This is an optimization exercise on Yosys and OpenROAD, whose aim is a short achievable clock period and few clock cycles per item, not a production implementation.
Function was checked by simulation only, so behaviour that the tests miss may differ from the original.
Power figures rest on the tool's default switching activity, not on a simulated workload.

Setup of lagoon:
Design bcs, start of the top module:
module bcs (
    input  wire       clk,
    input  wire       rst,           
    input  wire       we,
    input  wire [4:0] addr,
    input  wire [7:0] wdata,
    output wire [7:0] rdata,
    input  wire       push_valid,
    input  wire [7:0] push_data,
    output wire       push_ready,
    output wire       pop_valid,
    output wire [7:0] pop_data,
    input  wire       pop_ready
);
For scale: about 410 flip-flops, about 44 I/O pins.
Settings: LEC_CHECK=0, CAP_MARGIN=20, CORE_MARGIN=2, CORE_UTILIZATION=40, PLACE_DENSITY=0.6, SETUP_SLACK_MARGIN=3.2, SLEW_MARGIN=20, SYNTH_HIERARCHICAL=1, PRE_IO_PLACEMENT_TCL=/design/flow/flow/io.tcl; clock period 6.0 ns.
standard.sh (not shown) runs the stock make flow with config.mk's settings and CLKGATE_MAP_FILE= SYNTH_SCRIPT=/design/flow/synth_recipe.tcl, a recipe that flattens the netlist after the stock synthesis.
==> flow/flow/run.sh <==
#!/bin/bash
# The standard layout, with the read-path pins placed together (flow/io.tcl,
# run just before IO placement). Each tool's output goes to ORFS's own logs
# under orfs/logs; standard.sh's output goes to standard.log here.
set -euo pipefail
here=$(pwd)
echo "export PRE_IO_PLACEMENT_TCL = $here/flow/io.tcl" >> "$FLOW_CONFIG"
bash standard.sh > standard.log 2>&1
==> flow/flow/io.tcl <==
# Before IO placement: keep the register window's pins (addr, we, wdata,
# rdata) together in the middle of the left edge, so the configuration
# registers and the read mux sit close to them and the read path (addr to
# rdata) stays short.
set die [ord::get_die_area]
set h [expr {[lindex $die 3] - [lindex $die 1]}]
set lo [expr {int([lindex $die 1] + 0.30 * $h)}]
set hi [expr {int([lindex $die 1] + 0.70 * $h)}]
set win_pins {}
foreach p {addr[4] addr[3] addr[2] addr[1] addr[0] we
           wdata[0] wdata[1] wdata[2] wdata[3] wdata[4] wdata[5] wdata[6] wdata[7]
           rdata[0] rdata[1] rdata[2] rdata[3] rdata[4] rdata[5] rdata[6] rdata[7]} {
  lappend win_pins [get_ports $p]
}
set_io_pin_constraint -pin_names $win_pins -region left:$lo-$hi
Testbench counts of lagoon, summed over its fixed seeds: cycles 47,101, bytes 46,188.
### lagoon -> harbor
diff --git a/flow/design.v b/flow/design.v
--- a/flow/design.v
+++ b/flow/design.v
@@ -103,21 +103,25 @@
     assign rd_src[5'h1E] = blen[15:8];
     assign rd_src[5'h1F] = 8'h00;
     wire [7:0] grp_sel;                  
     bcs_dec3 u_grp_dec (.a(addr[4:2]), .y(grp_sel));
     genvar b, h;
     generate
         for (b = 0; b < 8; b = b + 1) begin : g_rd
+            wire [3:0] lo_sel;           
             wire [7:0] grp_n;            
+            bcs_dec2 u_lo_dec (.a(addr[1:0]), .y(lo_sel));
             for (h = 0; h < 8; h = h + 1) begin : g_grp
-                wire m01_n, m23_n, m;
-                bcs_mux2i u_m01 (.s(addr[0]), .a(rd_src[4*h+0][b]), .b(rd_src[4*h+1][b]), .y(m01_n));
-                bcs_mux2i u_m23 (.s(addr[0]), .a(rd_src[4*h+2][b]), .b(rd_src[4*h+3][b]), .y(m23_n));
-                bcs_mux2i u_m   (.s(addr[1]), .a(m01_n), .b(m23_n), .y(m));
-                bcs_nand2 u_grp (.a(m), .b(grp_sel[h]), .y(grp_n[h]));
+                wire m01_n, m23_n, m_any;
+                bcs_ao22i u_m01 (.a1(lo_sel[0]), .a2(rd_src[4*h+0][b]),
+                                 .b1(lo_sel[1]), .b2(rd_src[4*h+1][b]), .y(m01_n));
+                bcs_ao22i u_m23 (.a1(lo_sel[2]), .a2(rd_src[4*h+2][b]),
+                                 .b1(lo_sel[3]), .b2(rd_src[4*h+3][b]), .y(m23_n));
+                bcs_nand2 u_any (.a(m01_n), .b(m23_n), .y(m_any));
+                bcs_nand2 u_grp (.a(m_any), .b(grp_sel[h]), .y(grp_n[h]));
             end
             wire lo_n, hi_n;
             bcs_and4  u_lo (.a(grp_n[0]), .b(grp_n[1]), .c(grp_n[2]), .d(grp_n[3]), .y(lo_n));
             bcs_and4  u_hi (.a(grp_n[4]), .b(grp_n[5]), .c(grp_n[6]), .d(grp_n[7]), .y(hi_n));
             bcs_nand2 u_out (.a(lo_n), .b(hi_n), .y(rdata[b]));
         end
     endgenerate
@@ -314,27 +318,34 @@
                         default: ;  
                     endcase
                 end
             end
         end
     end
 endmodule
-module bcs_mux2i (input wire s, input wire a, input wire b, output wire y);
-    assign y = ~(s ? b : a);
+module bcs_dec2 (input wire [1:0] a, output wire [3:0] y);
+    assign y[0] = ~a[1] & ~a[0];
+    assign y[1] = ~a[1] &  a[0];
+    assign y[2] =  a[1] & ~a[0];
+    assign y[3] =  a[1] &  a[0];
 endmodule
 module bcs_dec3 (input wire [2:0] a, output wire [7:0] y);
     assign y[0] = ~a[2] & ~a[1] & ~a[0];
     assign y[1] = ~a[2] & ~a[1] &  a[0];
     assign y[2] = ~a[2] &  a[1] & ~a[0];
     assign y[3] = ~a[2] &  a[1] &  a[0];
     assign y[4] =  a[2] & ~a[1] & ~a[0];
     assign y[5] =  a[2] & ~a[1] &  a[0];
     assign y[6] =  a[2] &  a[1] & ~a[0];
     assign y[7] =  a[2] &  a[1] &  a[0];
 endmodule
+module bcs_ao22i (input wire a1, input wire a2, input wire b1, input wire b2,
+                  output wire y);
+    assign y = ~((a1 & a2) | (b1 & b2));
+endmodule
 module bcs_nand2 (input wire a, input wire b, output wire y);
     assign y = ~(a & b);
 endmodule
 module bcs_and4 (input wire a, input wire b, input wire c, input wire d,
                  output wire y);
     assign y = a & b & c & d;
 endmodule
Notes after the runs:
harbor vs lagoon — non-clock buffer count climbed by more than a quarter
Diff lagoon -> harbor: sequential share of the synthesized area decreased by 0.26 points relative to the old numbers; switching power share of the total has decreased; cell count grew by about 2.7%.
harbor leaves more setup margin than lagoon.
Comparing harbor and lagoon, the lower die area was measured on lagoon.
On multi-input logic portion of the cell area: between harbor and lagoon, it ends up lower for harbor.
lagoon -> harbor: final weighted congestion in routability-driven placement decreased slightly
Measured against lagoon, the routed wire length of harbor comes out at 1.12 times the reference value.
Delta(cell area power density, harbor - lagoon) < 0
Testbench counts of harbor, summed over its fixed seeds: cycles 47,101, bytes 46,188.

* * *

run A:
The RTL this note starts from:
==> flow/design.v <==
module bcs (
    input  wire       clk,
    input  wire       rst,           
    input  wire       we,
    input  wire [4:0] addr,
    input  wire [7:0] wdata,
    output wire [7:0] rdata,
    input  wire       push_valid,
    input  wire [7:0] push_data,
    output wire       push_ready,
    output wire       pop_valid,
    output wire [7:0] pop_data,
    input  wire       pop_ready
);
    localparam [2:0] PH_IDLE     = 3'd0,
                     PH_LEN_LO   = 3'd1,
                     PH_LEN_HI   = 3'd2,
                     PH_FLAG     = 3'd3,
                     PH_PAYLOAD  = 3'd4,
                     PH_CHECKSUM = 3'd5;
    localparam [1:0] ERR_NONE     = 2'd0,
                     ERR_ILLEGAL  = 2'd1,
                     ERR_BUSY     = 2'd2,
                     ERR_OVERFLOW = 2'd3;
    reg        ovfchk;
    reg [7:0]  flag;
    reg [7:0]  namelen;
    reg [7:0]  htype;
    reg [31:0] plen;
    reg [15:0] hdlen;
    reg [15:0] hparam1;
    reg [15:0] hparam2;
    reg [7:0]  name [0:9];
    reg        plen_b3_nz;   
    reg        plen_b2_nz;   
    reg        plen_b1_ff;   
    reg        plen_b0_fe;   
    reg [1:0]  errcode;
    reg [7:0]  chk;
    reg [15:0] blen;
    reg [2:0]  phase;
    reg        op_enc;       
    reg        op_hblk;      
    reg [31:0] remain;       
    reg [4:0]  idx;          
    reg [7:0]  w_flag;
    reg [7:0]  hrec [0:16];
    reg [7:0]  outbuf;
    reg        outvld;
    reg        done;
    wire busy    = (phase != PH_IDLE) || outvld;
    wire in_pay  = (phase == PH_PAYLOAD) && op_enc;
    wire inrdy   = in_pay && !outvld;
    wire [7:0] status = {phase, outvld, inrdy, (errcode != ERR_NONE), done, busy};
    wire adv = !outvld || pop_ready;
    assign push_ready = in_pay && adv;
    assign pop_valid  = outvld;
    assign pop_data   = outbuf;
    reg [7:0] packed_hdr [0:16];
    integer k;
    always @(*) begin
        packed_hdr[0] = htype;
        for (k = 0; k < 10; k = k + 1)
            packed_hdr[1 + k] = (k < namelen) ? name[k] : 8'h20;
        packed_hdr[11] = hdlen[7:0];
        packed_hdr[12] = hdlen[15:8];
        packed_hdr[13] = hparam1[7:0];
        packed_hdr[14] = hparam1[15:8];
        packed_hdr[15] = hparam2[7:0];
        packed_hdr[16] = hparam2[15:8];
    end
    wire [7:0] rd_src [0:31];
    assign rd_src[5'h00] = 8'h00;
    assign rd_src[5'h01] = status;
    assign rd_src[5'h02] = {6'b0, errcode};
    assign rd_src[5'h03] = {7'b0, ovfchk};
    assign rd_src[5'h04] = flag;
    assign rd_src[5'h05] = namelen;
    assign rd_src[5'h06] = htype;
    assign rd_src[5'h07] = 8'h00;
    assign rd_src[5'h08] = plen[7:0];
    assign rd_src[5'h09] = plen[15:8];
    assign rd_src[5'h0A] = plen[23:16];
    assign rd_src[5'h0B] = plen[31:24];
    assign rd_src[5'h0C] = hdlen[7:0];
    assign rd_src[5'h0D] = hdlen[15:8];
    assign rd_src[5'h0E] = hparam1[7:0];
    assign rd_src[5'h0F] = hparam1[15:8];
    assign rd_src[5'h10] = hparam2[7:0];
    assign rd_src[5'h11] = hparam2[15:8];
    assign rd_src[5'h12] = name[0];
    assign rd_src[5'h13] = name[1];
    assign rd_src[5'h14] = name[2];
    assign rd_src[5'h15] = name[3];
    assign rd_src[5'h16] = name[4];
    assign rd_src[5'h17] = name[5];
    assign rd_src[5'h18] = name[6];
    assign rd_src[5'h19] = name[7];
    assign rd_src[5'h1A] = name[8];
    assign rd_src[5'h1B] = name[9];
    assign rd_src[5'h1C] = chk;
    assign rd_src[5'h1D] = blen[7:0];
    assign rd_src[5'h1E] = blen[15:8];
    assign rd_src[5'h1F] = 8'h00;
    genvar b, i;
    generate
        for (b = 0; b < 8; b = b + 1) begin : g_rd
            wire [15:0] m0;              
            wire [7:0]  m1;              
            wire [3:0]  m2;              
            wire [1:0]  m3;              
            for (i = 0; i < 16; i = i + 1) begin : g_l0
                bcs_mux2i u (.s(addr[0]), .a(~rd_src[2*i][b]), .b(~rd_src[2*i+1][b]), .y(m0[i]));
            end
            for (i = 0; i < 8; i = i + 1) begin : g_l1
                bcs_mux2i u (.s(addr[1]), .a(m0[2*i]), .b(m0[2*i+1]), .y(m1[i]));
            end
            for (i = 0; i < 4; i = i + 1) begin : g_l2
                bcs_mux2i u (.s(addr[2]), .a(m1[2*i]), .b(m1[2*i+1]), .y(m2[i]));
            end
            for (i = 0; i < 2; i = i + 1) begin : g_l3
                bcs_mux2i u (.s(addr[3]), .a(m2[2*i]), .b(m2[2*i+1]), .y(m3[i]));
            end
            bcs_mux2i u_l4 (.s(addr[4]), .a(m3[0]), .b(m3[1]), .y(rdata[b]));
        end
    endgenerate
    wire cmd_wr      = we && (addr == 5'h00);
    wire cmd_legal   = (wdata[7:4] == 4'h0) && (wdata[3:0] <= 4'h4);
    wire plen_ovf    = ovfchk && (plen_b3_nz || plen_b2_nz || (plen_b1_ff && plen_b0_fe));
    wire [15:0] plen_plus2 = plen[15:0] + 16'd2;
    always @(posedge clk) begin
        if (rst) begin
            ovfchk  <= 1'b0;
            flag    <= 8'h00;
            namelen <= 8'd5;
            htype   <= 8'h00;
            plen    <= 32'h0;
            hdlen   <= 16'h0;
            hparam1 <= 16'h0;
            hparam2 <= 16'h0;
            name[0] <= 8'h48;    
            name[1] <= 8'h45;    
            name[2] <= 8'h4C;    
            name[3] <= 8'h4C;    
            name[4] <= 8'h4F;    
            name[5] <= 8'h00;
            name[6] <= 8'h00;
            name[7] <= 8'h00;
            name[8] <= 8'h00;
            name[9] <= 8'h00;
            plen_b3_nz <= 1'b0;
            plen_b2_nz <= 1'b0;
            plen_b1_ff <= 1'b0;
            plen_b0_fe <= 1'b0;
        end else if (we) begin
            case (addr)
                5'h03: ovfchk        <= wdata[0];
                5'h04: flag          <= wdata;
                5'h05: namelen       <= wdata;
                5'h06: htype         <= wdata;
                5'h08: begin
                    plen[7:0]   <= wdata;
                    plen_b0_fe  <= (wdata[7:1] == 7'h7F);
                end
                5'h09: begin
                    plen[15:8]  <= wdata;
                    plen_b1_ff  <= (wdata == 8'hFF);
                end
                5'h0A: begin
                    plen[23:16] <= wdata;
                    plen_b2_nz  <= (wdata != 8'h00);
                end
                5'h0B: begin
                    plen[31:24] <= wdata;
                    plen_b3_nz  <= (wdata != 8'h00);
                end
                5'h0C: hdlen[7:0]    <= wdata;
                5'h0D: hdlen[15:8]   <= wdata;
                5'h0E: hparam1[7:0]  <= wdata;
                5'h0F: hparam1[15:8] <= wdata;
                5'h10: hparam2[7:0]  <= wdata;
                5'h11: hparam2[15:8] <= wdata;
                5'h12: name[0] <= wdata;
                5'h13: name[1] <= wdata;
                5'h14: name[2] <= wdata;
                5'h15: name[3] <= wdata;
                5'h16: name[4] <= wdata;
                5'h17: name[5] <= wdata;
                5'h18: name[6] <= wdata;
                5'h19: name[7] <= wdata;
                5'h1A: name[8] <= wdata;
                5'h1B: name[9] <= wdata;
                default: ;
            endcase
        end
    end
    always @(posedge clk) begin
        if (rst) begin
            errcode <= ERR_NONE;
            chk     <= 8'h00;
            blen    <= 16'h0;
            phase   <= PH_IDLE;
            op_enc  <= 1'b0;
            op_hblk <= 1'b0;
            remain  <= 32'h0;
            idx     <= 5'd0;
            w_flag  <= 8'h00;
            for (k = 0; k < 17; k = k + 1)
                hrec[k] <= 8'h00;
            outbuf  <= 8'h00;
            outvld  <= 1'b0;
            done    <= 1'b0;
        end else begin
            if (!busy) begin
                for (k = 0; k < 17; k = k + 1)
                    hrec[k] <= packed_hdr[k];
                remain <= plen;
                w_flag <= flag;
            end
            if (adv) begin
                outvld <= 1'b0;
                case (phase)
                    PH_LEN_HI: begin
                        outbuf <= blen[15:8];
                        outvld <= 1'b1;
                        phase  <= PH_FLAG;
                    end
                    PH_FLAG: begin
                        outbuf <= op_enc ? w_flag : 8'h00;
                        outvld <= 1'b1;
                        chk    <= op_enc ? w_flag : 8'h00;
                        if (op_enc && remain == 32'h0)
                            phase <= PH_CHECKSUM;
                        else
                            phase <= PH_PAYLOAD;
                    end
                    PH_PAYLOAD: begin
                        if (op_enc) begin
                            if (push_valid) begin
                                outbuf <= push_data;
                                outvld <= 1'b1;
                                chk    <= chk ^ push_data;
                                remain <= remain - 32'd1;
                                if (remain == 32'd1)
                                    phase <= PH_CHECKSUM;
                            end
                        end else begin
                            outbuf <= hrec[idx];
                            outvld <= 1'b1;
                            chk    <= chk ^ hrec[idx];
                            idx    <= idx + 5'd1;
                            if (idx == 5'd16) begin
                                if (op_hblk) begin
                                    phase <= PH_CHECKSUM;
                                end else begin
                                    phase <= PH_IDLE;
                                    done  <= 1'b1;
                                end
                            end
                        end
                    end
                    PH_CHECKSUM: begin
                        outbuf <= chk;
                        outvld <= 1'b1;
                        phase  <= PH_IDLE;
                        done   <= 1'b1;
                    end
                    default: ;
                endcase
            end
            if (cmd_wr) begin
                if (busy) begin
                    errcode <= ERR_BUSY;
                end else if (!cmd_legal) begin
                    errcode <= ERR_ILLEGAL;
                end else begin
                    case (wdata[2:0])
                        3'd1: begin  
                            if (plen_ovf) begin
                                errcode <= ERR_OVERFLOW;
                            end else begin
                                op_enc  <= 1'b1;
                                op_hblk <= 1'b0;
                                blen    <= plen_plus2;
                                chk     <= 8'h00;
                                done    <= 1'b0;
                                outbuf  <= plen_plus2[7:0];
                                outvld  <= 1'b1;
                                phase   <= PH_LEN_HI;
                            end
                        end
                        3'd2: begin  
                            op_enc  <= 1'b0;
                            op_hblk <= 1'b0;
                            idx     <= 5'd1;
                            chk     <= packed_hdr[0];
                            done    <= 1'b0;
                            outbuf  <= packed_hdr[0];
                            outvld  <= 1'b1;
                            phase   <= PH_PAYLOAD;
                        end
                        3'd3: begin  
                            op_enc  <= 1'b0;
                            op_hblk <= 1'b1;
                            idx     <= 5'd0;
                            blen    <= 16'd19;
                            chk     <= 8'h00;
                            done    <= 1'b0;
                            outbuf  <= 8'h13;
                            outvld  <= 1'b1;
                            phase   <= PH_LEN_HI;
                        end
                        3'd4: begin  
                            errcode <= ERR_NONE;
                            done    <= 1'b0;
                        end
                        default: ;  
                    endcase
                end
            end
        end
    end
endmodule
module bcs_mux2i (input wire s, input wire a, input wire b, output wire y);
    assign y = ~(s ? b : a);
endmodule
Settings: LEC_CHECK=0, CAP_MARGIN=20, CORE_MARGIN=2, CORE_UTILIZATION=40, PLACE_DENSITY=0.6, SETUP_SLACK_MARGIN=3.2, SLEW_MARGIN=20, SYNTH_HIERARCHICAL=1; clock period 6.0 ns.
run.sh (not shown) runs the stock make flow with config.mk's settings and CLKGATE_MAP_FILE= SYNTH_SCRIPT=/design/flow/synth_recipe.tcl, a recipe that flattens the netlist after the stock synthesis.
Stock flow here: none of the scripts above is used.
Testbench counts of run A, summed over its fixed seeds: cycles 47,101, bytes 46,188.
--- input diff run A..run B ---
--- a/flow/design.v
+++ b/flow/design.v
@@ -100,30 +100,27 @@
     assign rd_src[5'h1B] = name[9];
     assign rd_src[5'h1C] = chk;
     assign rd_src[5'h1D] = blen[7:0];
     assign rd_src[5'h1E] = blen[15:8];
     assign rd_src[5'h1F] = 8'h00;
-    genvar b, i;
+    wire [7:0] grp_sel;                  
+    bcs_dec3 u_grp_dec (.a(addr[4:2]), .y(grp_sel));
+    genvar b, h;
     generate
         for (b = 0; b < 8; b = b + 1) begin : g_rd
-            wire [15:0] m0;              
-            wire [7:0]  m1;              
-            wire [3:0]  m2;              
-            wire [1:0]  m3;              
-            for (i = 0; i < 16; i = i + 1) begin : g_l0
-                bcs_mux2i u (.s(addr[0]), .a(~rd_src[2*i][b]), .b(~rd_src[2*i+1][b]), .y(m0[i]));
-            end
-            for (i = 0; i < 8; i = i + 1) begin : g_l1
-                bcs_mux2i u (.s(addr[1]), .a(m0[2*i]), .b(m0[2*i+1]), .y(m1[i]));
-            end
-            for (i = 0; i < 4; i = i + 1) begin : g_l2
-                bcs_mux2i u (.s(addr[2]), .a(m1[2*i]), .b(m1[2*i+1]), .y(m2[i]));
-            end
-            for (i = 0; i < 2; i = i + 1) begin : g_l3
-                bcs_mux2i u (.s(addr[3]), .a(m2[2*i]), .b(m2[2*i+1]), .y(m3[i]));
-            end
-            bcs_mux2i u_l4 (.s(addr[4]), .a(m3[0]), .b(m3[1]), .y(rdata[b]));
+            wire [7:0] grp_n;            
+            for (h = 0; h < 8; h = h + 1) begin : g_grp
+                wire m01_n, m23_n, m;
+                bcs_mux2i u_m01 (.s(addr[0]), .a(rd_src[4*h+0][b]), .b(rd_src[4*h+1][b]), .y(m01_n));
+                bcs_mux2i u_m23 (.s(addr[0]), .a(rd_src[4*h+2][b]), .b(rd_src[4*h+3][b]), .y(m23_n));
+                bcs_mux2i u_m   (.s(addr[1]), .a(m01_n), .b(m23_n), .y(m));
+                bcs_nand2 u_grp (.a(m), .b(grp_sel[h]), .y(grp_n[h]));
+            end
+            wire lo_n, hi_n;
+            bcs_and4  u_lo (.a(grp_n[0]), .b(grp_n[1]), .c(grp_n[2]), .d(grp_n[3]), .y(lo_n));
+            bcs_and4  u_hi (.a(grp_n[4]), .b(grp_n[5]), .c(grp_n[6]), .d(grp_n[7]), .y(hi_n));
+            bcs_nand2 u_out (.a(lo_n), .b(hi_n), .y(rdata[b]));
         end
     endgenerate
     wire cmd_wr      = we && (addr == 5'h00);
     wire cmd_legal   = (wdata[7:4] == 4'h0) && (wdata[3:0] <= 4'h4);
     wire plen_ovf    = ovfchk && (plen_b3_nz || plen_b2_nz || (plen_b1_ff && plen_b0_fe));
@@ -322,5 +319,22 @@
     end
 endmodule
 module bcs_mux2i (input wire s, input wire a, input wire b, output wire y);
     assign y = ~(s ? b : a);
 endmodule
+module bcs_dec3 (input wire [2:0] a, output wire [7:0] y);
+    assign y[0] = ~a[2] & ~a[1] & ~a[0];
+    assign y[1] = ~a[2] & ~a[1] &  a[0];
+    assign y[2] = ~a[2] &  a[1] & ~a[0];
+    assign y[3] = ~a[2] &  a[1] &  a[0];
+    assign y[4] =  a[2] & ~a[1] & ~a[0];
+    assign y[5] =  a[2] & ~a[1] &  a[0];
+    assign y[6] =  a[2] &  a[1] & ~a[0];
+    assign y[7] =  a[2] &  a[1] &  a[0];
+endmodule
+module bcs_nand2 (input wire a, input wire b, output wire y);
+    assign y = ~(a & b);
+endmodule
+module bcs_and4 (input wire a, input wire b, input wire c, input wire d,
+                 output wire y);
+    assign y = a & b & c & d;
+endmodule
--- outcome ---
Delta(clock network fraction of design power, run B - run A) > 0. For post-layout net count, dividing the value from run A by the value from run B gives 1.07. Of run A and run B, the higher number of buffers and inverters on the critical path belongs to run B. Synthesized area went down by a few percent going from run A to run B. Looking at worst slack at placement, run B sits 0.21 ns above run A. Sequential power: run A and run B compared, lower one is run B. Sort run A and run B by worst relative slew slack, ascending, and run B comes first. Diff run A -> run B: starting DRC count in detailed routing fell 188, die height fell 4.8 um, share of the synthesized netlist area taken by xor and xnor gates fell 0.55 points, worst ir drop on vdd rose 0.022 mV, setup slack rose 0.15 ns. Compared with run A, cell area in run B decreased slightly. Run A has lower core utilization than run B.
Testbench counts of run B, summed over its fixed seeds: cycles 47,101, bytes 46,188.

==> static timing again, ports no longer ideal <==
How much do the figures lean on ideal ports? The routed layouts below were timed once more, with nothing changed but the port constraints.
Step 1 assumes that a clkbuf_16 drives the clock port and a buf_2 every other input.
Step 2 adds t to the input delays and takes it off the output delays; t is the mean of the earliest and latest rising clock arrival at the registers after step 1. Input paths then give back, and output paths get back, about the clock's delay inside the block.
Three values: ideal, step 1, step 2; two values: the first two.
| run | t (ns) | setup WS [ns] | hold WS [ns] |
|---|---|---|---|
| lagoon | 0.667 | 2.283 / 1.844 / 1.844 | 0.458 / 0.458 / 0.458 |
| harbor | 0.643 | 2.294 / 1.982 / 1.982 | 0.454 / 0.454 / 0.454 |
| run A | 0.641 | 2.075 / 1.703 / 1.703 | 0.451 / 0.451 / 0.451 |
| run B | 0.655 | 2.224 / 1.905 / 1.905 | 0.454 / 0.454 / 0.454 |
After both steps every run listed still meets setup and hold. The setup slack of lagoon, which loses most, moves by -0.439 ns with the drivers and by -0.439 ns with both steps.
